Background: an optimization exercise with open tools, aiming at small area. Do not read the settings as production practice.
In this exercise RTL edits were held to simulation tests only and were not proved equivalent to the original.
Power is estimated from default activity; no workload was simulated.

**flow/run.sh**
```bash
#!/bin/bash
# synth_recipe.tcl (not shown) runs the flow's synth.tcl, then flattens the netlist and writes it again
# the make line also repeats each setting of config.mk as NAME=value (left out here)
make -C /OpenROAD-flow-scripts/flow DESIGN_CONFIG=/design/flow/config.mk WORK_HOME=/design/flow/orfs CLKGATE_MAP_FILE= SYNTH_SCRIPT=/design/flow/synth_recipe.tcl finish
```
**flow/config.mk**
```make
export PLATFORM = sky130hd
export DESIGN_NAME = mc32_core
export DESIGN_NICKNAME = mc32_core
export VERILOG_FILES = /design/flow/design.v
export SDC_FILE = /design/flow/constraint.sdc
export NUM_CORES = 4
export LEC_CHECK = 0
export CAP_MARGIN = 20
export CORE_MARGIN = 2
export CORE_UTILIZATION = 40
export PLACE_DENSITY = 0.6
export SLEW_MARGIN = 20
```
**flow/constraint.sdc**
```tcl
create_clock -name core_clock -period 10.0 [get_ports {clk}]
set_input_delay 2.0000 -clock core_clock [delete_from_list [all_inputs] [get_ports {clk}]]
set_output_delay 2.0000 -clock core_clock [all_outputs]
set_load 0.01 [all_outputs]
```
**flow/design.v**
```verilog
module mc32_core (
  input  wire        clk,
  input  wire        rst,           
  input  wire [31:0] prog_len,      
  output wire [31:0] imem_addr,
  input  wire [63:0] imem_rdata,
  output wire [9:0]  dmem_addr,
  output wire        dmem_we,
  output wire [31:0] dmem_wdata,
  input  wire [31:0] dmem_rdata,
  input  wire        in_valid,
  input  wire        in_eof,
  input  wire [7:0]  in_data,
  output wire        in_ready,
  output wire        out_valid,
  output wire [7:0]  out_data,
  output wire        halted,
  output wire        faulted,
  output wire [2:0]  fault_code,
  output wire [31:0] exit_code
);
  localparam NREG       = 13;
  localparam SP_RESET   = 32'd1020;     
  localparam DEPTH      = 16;           
  localparam [31:0] ADDR_FAULT = 32'd1021;
  localparam [31:0] ADDR_IN    = 32'd1022;
  localparam [31:0] ADDR_OUT   = 32'd1023;
  localparam [31:0] MEM_WORDS  = 32'd1024;
  localparam [2:0] F_STACK    = 3'd1;
  localparam [2:0] F_RANGE    = 3'd2;
  localparam [2:0] F_ILLEGAL  = 3'd3;
  localparam [2:0] F_FETCH    = 3'd4;
  localparam [2:0] F_CALL     = 3'd5;
  localparam [2:0] F_RET      = 3'd6;
  localparam [2:0] F_PUTBACK  = 3'd7;
  localparam [7:0] OP_MOV  = 8'h01, OP_ADD = 8'h02, OP_SUB = 8'h03, OP_AND = 8'h04,
                   OP_ORR  = 8'h05, OP_EOR = 8'h06, OP_MVN = 8'h07, OP_LSL = 8'h08,
                   OP_LSR  = 8'h09, OP_CMP = 8'h0A, OP_STR = 8'h0B, OP_LDR = 8'h0C,
                   OP_B    = 8'h10, OP_BEQ = 8'h11, OP_BNE = 8'h12, OP_BLT = 8'h13,
                   OP_BGT  = 8'h14, OP_BL  = 8'h15, OP_RET = 8'h16, OP_HALT = 8'h20;
  localparam [2:0] S_FETCH = 3'd0, S_EXEC = 3'd1, S_LOAD = 3'd2, S_INPUT = 3'd3,
                   S_HALT  = 3'd4, S_FAULT = 3'd5;
  reg [2:0]  state;
  reg [31:0] pc;
  reg [31:0] x [0:NREG-1];
  reg        flag_n, flag_z, flag_c, flag_v;
  reg [31:0] rs [0:DEPTH-1];
  reg [4:0]  rs_cnt;
  reg        pb_full;
  reg [31:0] pb;
  reg [3:0]  ld_rd;
  reg [2:0]  fcode;
  wire [63:0] w    = imem_rdata;
  wire [7:0]  opc  = w[63:56];
  wire [3:0]  rd   = w[55:52];
  wire [3:0]  rn   = w[51:48];
  wire [3:0]  rm   = w[47:44];
  wire [2:0]  z1   = w[43:41];
  wire        ibit = w[40];
  wire [7:0]  z2   = w[39:32];
  wire [31:0] imm  = w[31:0];
  wire f_dp3 = (opc == OP_ADD) || (opc == OP_SUB) || (opc == OP_AND) || (opc == OP_ORR) ||
               (opc == OP_EOR) || (opc == OP_LSL) || (opc == OP_LSR);
  wire f_dp2 = (opc == OP_MOV) || (opc == OP_MVN);
  wire f_cmp = (opc == OP_CMP);
  wire f_mem = (opc == OP_STR) || (opc == OP_LDR);
  wire f_br  = (opc >= OP_B) && (opc <= OP_BL);
  wire f_non = (opc == OP_RET) || (opc == OP_HALT);
  wire known = f_dp3 || f_dp2 || f_cmp || f_mem || f_br || f_non;
  wire illegal = !known
              || (z1 != 3'd0) || (z2 != 8'd0)
              || (!ibit && (imm != 32'd0))
              || ( ibit && (rm  != 4'd0))
              || ((f_dp2 || f_mem || f_br || f_non) && (rn != 4'd0))
              || ((f_cmp || f_br || f_non) && (rd != 4'd0))
              || (f_br && !ibit)
              || (f_non && (ibit || (rm != 4'd0)));
  wire rd_bad = (f_dp3 || f_dp2 || f_mem) && (rd >= NREG);
  wire rn_bad = (f_dp3 || f_cmp) && (rn >= NREG);
  wire rm_bad = (f_dp3 || f_dp2 || f_cmp || f_mem) && !ibit && (rm >= NREG);
  wire reg_bad = rd_bad || rn_bad || rm_bad;
  wire [31:0] xn  = (rn < NREG) ? x[rn] : 32'd0;
  wire [31:0] xm  = (rm < NREG) ? x[rm] : 32'd0;
  wire [31:0] xd  = (rd < NREG) ? x[rd] : 32'd0;
  wire [31:0] op2 = ibit ? imm : xm;
  wire        shift_big = (op2[31:5] != 27'd0);
  reg  [31:0] alu;
  always @(*) begin
    case (opc)
      OP_MOV:  alu = op2;
      OP_ADD:  alu = xn + op2;
      OP_SUB:  alu = xn - op2;
      OP_AND:  alu = xn & op2;
      OP_ORR:  alu = xn | op2;
      OP_EOR:  alu = xn ^ op2;
      OP_MVN:  alu = ~op2;
      OP_LSL:  alu = shift_big ? 32'd0 : (xn << op2[4:0]);
      OP_LSR:  alu = shift_big ? 32'd0 : (xn >> op2[4:0]);
      default: alu = 32'd0;
    endcase
  end
  wire [31:0] diff = xn - op2;
  wire        sd = xn[31], ss = op2[31], sr = diff[31];
  wire        cmp_n = sr;
  wire        cmp_z = (diff == 32'd0);
  wire        cmp_c = (sd & ~ss) | ((sd == ss) & sr);
  wire        cmp_v = (~sd & ss & sr) | (sd & ~ss & ~sr);
  reg take;
  always @(*) begin
    case (opc)
      OP_B:    take = 1'b1;
      OP_BEQ:  take = flag_z;
      OP_BNE:  take = !flag_z;
      OP_BLT:  take = (flag_n != flag_v);
      OP_BGT:  take = !flag_z && (flag_n == flag_v);
      default: take = 1'b0;
    endcase
  end
  wire [31:0] addr      = op2;
  wire        a_range   = (addr >= MEM_WORDS);
  wire        a_fault   = (addr == ADDR_FAULT);
  wire        a_in      = (addr == ADDR_IN);
  wire        a_out     = (addr == ADDR_OUT);
  wire        a_plain   = !a_range && !a_fault && !a_in && !a_out;
  wire        is_str    = (opc == OP_STR);
  wire        is_ldr    = (opc == OP_LDR);
  wire exec = (state == S_EXEC);
  assign imem_addr  = pc;
  assign dmem_addr  = addr[9:0];
  assign dmem_wdata = xd;
  assign dmem_we    = exec && !illegal && !reg_bad && is_str && a_plain;
  assign out_valid  = exec && !illegal && !reg_bad && is_str && a_out;
  assign out_data   = xd[7:0];
  assign in_ready   = (state == S_INPUT);
  assign halted     = (state == S_HALT);
  assign faulted    = (state == S_FAULT);
  assign fault_code = fcode;
  assign exit_code  = x[0];
  integer i;
  reg        reg_we;
  reg [3:0]  reg_wa;
  reg [31:0] reg_wd;
  always @(*) begin
    reg_we = 1'b0;
    reg_wa = rd;
    reg_wd = alu;
    if (exec && !illegal && !reg_bad) begin
      if (f_dp3 || f_dp2) begin
        reg_we = 1'b1;
      end else if (is_ldr && a_out) begin
        reg_we = 1'b1;
        reg_wd = 32'd0;
      end else if (is_ldr && a_in && pb_full) begin
        reg_we = 1'b1;
        reg_wd = pb;
      end
    end else if (state == S_LOAD) begin
      reg_we = 1'b1;
      reg_wa = ld_rd;
      reg_wd = dmem_rdata;
    end else if (state == S_INPUT && in_valid) begin
      reg_we = 1'b1;
      reg_wa = ld_rd;
      reg_wd = in_eof ? 32'hFFFF_FFFF : {24'd0, in_data};
    end
  end
  always @(posedge clk) begin
    if (rst) begin
      for (i = 0; i < NREG; i = i + 1)
        x[i] <= (i == NREG - 1) ? SP_RESET : 32'd0;
    end else if (reg_we) begin
      x[reg_wa] <= reg_wd;
    end
  end
  always @(posedge clk) begin
    if (rst) begin
      state   <= S_FETCH;
      pc      <= 32'd0;
      flag_n  <= 1'b0;
      flag_z  <= 1'b0;
      flag_c  <= 1'b0;
      flag_v  <= 1'b0;
      rs_cnt  <= 5'd0;
      pb_full <= 1'b0;
      pb      <= 32'd0;
      ld_rd   <= 4'd0;
      fcode   <= 3'd0;
    end else begin
      case (state)
        S_FETCH: begin
          if (pc == prog_len) begin
            state <= S_HALT;
          end else if (pc > prog_len) begin
            state <= S_FAULT;
            fcode <= F_FETCH;
          end else begin
            state <= S_EXEC;
          end
        end
        S_EXEC: begin
          state <= S_FETCH;
          pc    <= pc + 32'd1;
          if (illegal) begin
            state <= S_FAULT;
            fcode <= F_ILLEGAL;
            pc    <= pc;
          end else if (reg_bad) begin
            state <= S_FAULT;
            fcode <= F_RANGE;
            pc    <= pc;
          end else begin
            case (opc)
              OP_CMP: begin
                flag_n <= cmp_n;
                flag_z <= cmp_z;
                flag_c <= cmp_c;
                flag_v <= cmp_v;
              end
              OP_STR, OP_LDR: begin
                if (a_range || a_fault) begin
                  state <= S_FAULT;
                  fcode <= a_range ? F_RANGE : F_STACK;
                  pc    <= pc;
                end else if (is_str && a_in) begin
                  if (pb_full) begin
                    state <= S_FAULT;
                    fcode <= F_PUTBACK;
                    pc    <= pc;
                  end else begin
                    pb_full <= 1'b1;
                    pb      <= xd;
                  end
                end else if (is_ldr && a_in) begin
                  if (pb_full) begin
                    pb_full <= 1'b0;
                  end else begin
                    state <= S_INPUT;
                    ld_rd <= rd;
                    pc    <= pc;
                  end
                end else if (is_ldr && a_plain) begin
                  state <= S_LOAD;
                  ld_rd <= rd;
                  pc    <= pc;
                end
              end
              OP_B, OP_BEQ, OP_BNE, OP_BLT, OP_BGT: begin
                if (take)
                  pc <= imm;
              end
              OP_BL: begin
                if (rs_cnt == DEPTH) begin
                  state <= S_FAULT;
                  fcode <= F_CALL;
                  pc    <= pc;
                end else begin
                  rs[rs_cnt[3:0]] <= pc + 32'd1;
                  rs_cnt          <= rs_cnt + 5'd1;
                  pc              <= imm;
                end
              end
              OP_RET: begin
                if (rs_cnt == 5'd0) begin
                  state <= S_FAULT;
                  fcode <= F_RET;
                  pc    <= pc;
                end else begin
                  pc     <= rs[rs_cnt[3:0] - 4'd1];
                  rs_cnt <= rs_cnt - 5'd1;
                end
              end
              OP_HALT: begin
                state <= S_HALT;
                pc    <= pc;
              end
              default: ;
            endcase
          end
        end
        S_LOAD: begin
          state <= S_FETCH;
          pc    <= pc + 32'd1;
        end
        S_INPUT: begin
          if (in_valid) begin
            state <= S_FETCH;
            pc    <= pc + 32'd1;
          end
        end
        default: ;    
      endcase
    end
  end
endmodule
```
==> qor.csv <==
stage;metric;value;unit
clock_network;later-pin clock latency in the skew report;790;ps
sta;Rel. slew slack;17.4;%
route;vias post-DR;51000;
pwr;peak supply drop;0.142;mV
sta;TNS Setup;0;ps
critical_path;crit-path max cell delay;770;ps
pwr;Power, Total;11.6;mW
critical_path;Worst setup EP type;primary output;
finish;FILL cells;14500;
die;width of the die;409;um
critical_path;worst r2r src;x[0][28];
clock_network;Hold-fix buffers, CTS;0;
sta;Slew Limit Fails;0;
pwr;Switching Fraction;28.2;%
critical_path;Crit-path slowest cell;a211oi_1;
die;Ports;262;
global_routing;vias in the first global route;48200;
sta;RSZ-0062 raised after global routing;false;
clock_network;root buffer cell;clkbuf_16;
global_routing;GR Util All Layers;31.5;%
synthesis;sequential area share after synthesis;49.4;%
worst_hold_path;Hold Path Sink;pb[18];
route;routed len/inst;35.3;um
critical_path;WP data arrival;7370;ps
critical_path;RR Endpoint;x[5][16];
clock_network;H-tree Lvls;3;
route;DRC viols;0;
critical_path;Worst Setup Path Type;in2out;
synthesis;Synth Flop Type;edfxtp_1;
synthesis;Synth area leaders;edfxtp_1, mux4_2, mux2i_1;
placed_design;Cell Area, Placed;70800;um2
sta;clock skew;82.0;ps
finish;Layout Nets;5640;
synthesis;number of synthesized flops with an enable pin;1024;
worst_hold_path;Hold Crit Class;reg2reg;
critical_path;Worst EP required;8000;ps
clock_network;Clock transition at path regs;60;ps
pwr;Comb power frac;16.7;%
pwr;Seq pwr share;44.0;%
sta;Setup Viol. Count Final;0;
die;Die Height;409;um
sta;Worst Max-Slew Pin Slew;1210;ps
die;core area;163000;um2
die;Initial Util;40.3;%
pwr;Clk pwr share;39.3;%
placed_design;RD Place Congestion;1.04;
sta;period utilization;93.7;%
clock_network;# clock sinks;1107;
finish;Diodes inserted;0;
sta;Tmin final;9370;ps
global_routing;first-pass GRT wire length;375000;um
synthesis;most numerous cell in the Yosys netlist;edfxtp_1;
synthesis;most instantiated cells after synthesis;edfxtp_1, nor2_1, mux4_2;
die;die area;167000;um2
synthesis;Synth Cell Area;65600;um2
critical_path;R2R depth;14;
route;DRT antenna net count;0;
clock_network;cts bufs inserted;117;
pwr;Int Pwr;8.36;mW
finish;proportion of layout cells with a drive suffix above 1;20.1;%
synthesis;top cell type's share of synthesized area;46.9;%
placed_design;I/O Buffers;261;
finish;final instance area;75000;um2
finish;fin util;46.1;%
critical_path;startpoint types;input port;
synthesis;FF+latch count, synth;1107;
synthesis;Async S/R FF share, synth;0;%
clock_network;post-cts repair resize count;0;
pwr;P_leak;26.4;nW
clock_network;TritonCTS clock tree;yes;
flow_run;Max-cap violations;0;
placed_design;sum of net half-perimeters after detailed placement;183000;um
critical_path;Max FO, Critical Path;17;
worst_hold_path;hold path startpoint;pb[18];
clock_network;postcts setup bufs;0;
synthesis;synthesized instance count;5204;
route;Iteration-0 DRC Markers;7901;
synthesis;largest area contributor in the synthesized netlist;edfxtp_1;
global_routing;largest net degree at the start of global routing;100;
clock_network;CTS max path bufs;3;
critical_path;critical path launch point;imem_rdata[46];
run_status;status;complete, no violations;
synthesis;syn avg cell area;12.6;um2
worst_hold_path;Worst Hold Depth;2;
synthesis;Unique masters post-synth;96;
critical_path;r2r setup slk;3290;ps
synthesis;Synthesized Nets;5483;
pwr;NetSw;3.28;mW
route;number of detailed-route iterations in the first pass;9;
route;routed wire length;269000;um
route;drt via density;6.68;
pwr;Power Density;155;nW/um2
die;FP Rows;148;
synthesis;YS warnings;1;
global_routing;initial antenna violation count;6;
finish;Area Growth Syn to Fin;14.4;%
critical_path;crit path cell chain;clkdlybuf4s50_1 -> buf_4 -> or4b_1 -> o21ai_1 -> a211oi_1 -> buf_4 -> nand2_1 -> or4_1 -> nor4_2 -> nand2_2 -> nor2_1 -> clkdlybuf4s50_1;
global_routing;total grt overflow;0;
sta;maximum clock rate;107;MHz
sta;Final Hold Viols;0;
==> sequential cells by signal, indices dropped and copies added (netlist names) <==
register	cells
rs	512
x	512
pb	32
pc	32
rs_cnt	5
ld_rd	4
fcode	3
state	3
flag_n	1
flag_v	1
flag_z	1
pb_full	1
==> per-layer routing <==
metal  wire [um]  track usage [%]  vias up
met1      103000             43.0    26000
met3       38000             10.6      594
met2      116000             46.2     3818
li1            -                -    20600
met5          44                0        -
met4       12200             12.1        6
==> cell usage in the layout (no fill, tap or decap), drive strengths merged, types with 62 or more instances in the layout <==
cell type and count:
dfxtp 83, o22ai 63, ha 136, buf 225, a21oi 226, o21ai 158
clkbuf 136, nor2b 63, nor3 81, nand3 90, nor2 707, mux2i 281
inv 177, a22oi 69, clkdlybuf4s50 247, nand2 300, edfxtp 1024, a211oi 62
mux4 511
==> worst max path at each step <==
stage	end	slack (ps)	cells after the start
global route	out_valid	730	12
CTS	out_valid	840	12
floorplan	x[15][0]	1690	15
finish	out_valid	630	12
global placement	flag_z	500	20
detailed placement	flag_z	660	20
==> cell type report <==
class	instances	area [um2]	share of cell area (%)
inverters	173	649	0.865
clock buffers	135	3020	4.02
well taps	2175	2720	3.63
flip-flops and latches	1107	32400	43.2
repair buffers	473	4270	5.69
clock inverters	82	991	1.32
multi-input cells	3489	31000	41.3
==> metrics by stage <==
stage                     worst slack (ps)  cells  hold WS (ps)
after global placement                 496   7417           475
final                                  627   7634           494
after global routing                   732   7634           525
after floorplan                       1690   5204           460
after detailed placement               656   7417           481
after CTS                              837   7634           495
==> critical path: cells and delay by family <==
family,cells,cell delay [ps]
AND/OR/NAND/NOR,6,2560
buffers and inverters,4,1840
AO/OA/AOI/OAI,2,940
==> logic make-up after synthesis <==
| logic type | share of synthesized area, % |
|---|---|
| AOI/OAI and AO/OA | 10.5 |
| xor gates and xnor gates | 1.00 |
| DFF | 49.4 |
| muxes | 22.3 |
| adders and majority gates | 2.69 |
| and+or+nand+nor | 9.98 |
| buffers and inverters | 4.12 |
==> power by group through the flow <==
stage | sequential [mW] | combinational, mW | clock, mW
detailed placement | 5.21 | 1.86 | 0
global placement | 5.21 | 1.87 | 0
floorplan | 5.19 | 1.12 | 0
CTS | 5.11 | 1.87 | 4.61
finish | 5.12 | 1.95 | 4.58
global route | 5.12 | 2.01 | 4.77

==> port drivers added, routing unchanged <==
Ports are ideal in the flow. The routed layout listed here was re-timed in OpenROAD.
Step 1 (the two cells are an assumption about what drives the block):
set clk [get_ports {clk}]
set_driving_cell -lib_cell sky130_fd_sc_hd__clkbuf_16 $clk
set_driving_cell -lib_cell sky130_fd_sc_hd__buf_2 [delete_from_list [all_inputs] $clk]
Step 2 also shifts input and output timing later by t, the mid clock arrival at the registers, as if the neighbouring blocks saw the same clock.
Three values: ideal, step 1, step 2; two values: the first two.
shift t [ns]: 0.844
setup slack, ns: 0.627 / 0.601 / 0.380
worst setup path at the end: input to register
worst data-port slew with drivers (ns): 0.12
cell pins on the clock port's net: 1
After both steps this run still meets setup and hold. For this run, drivers alone change the setup slack by -0.026 ns; drivers and shift together by -0.247 ns.
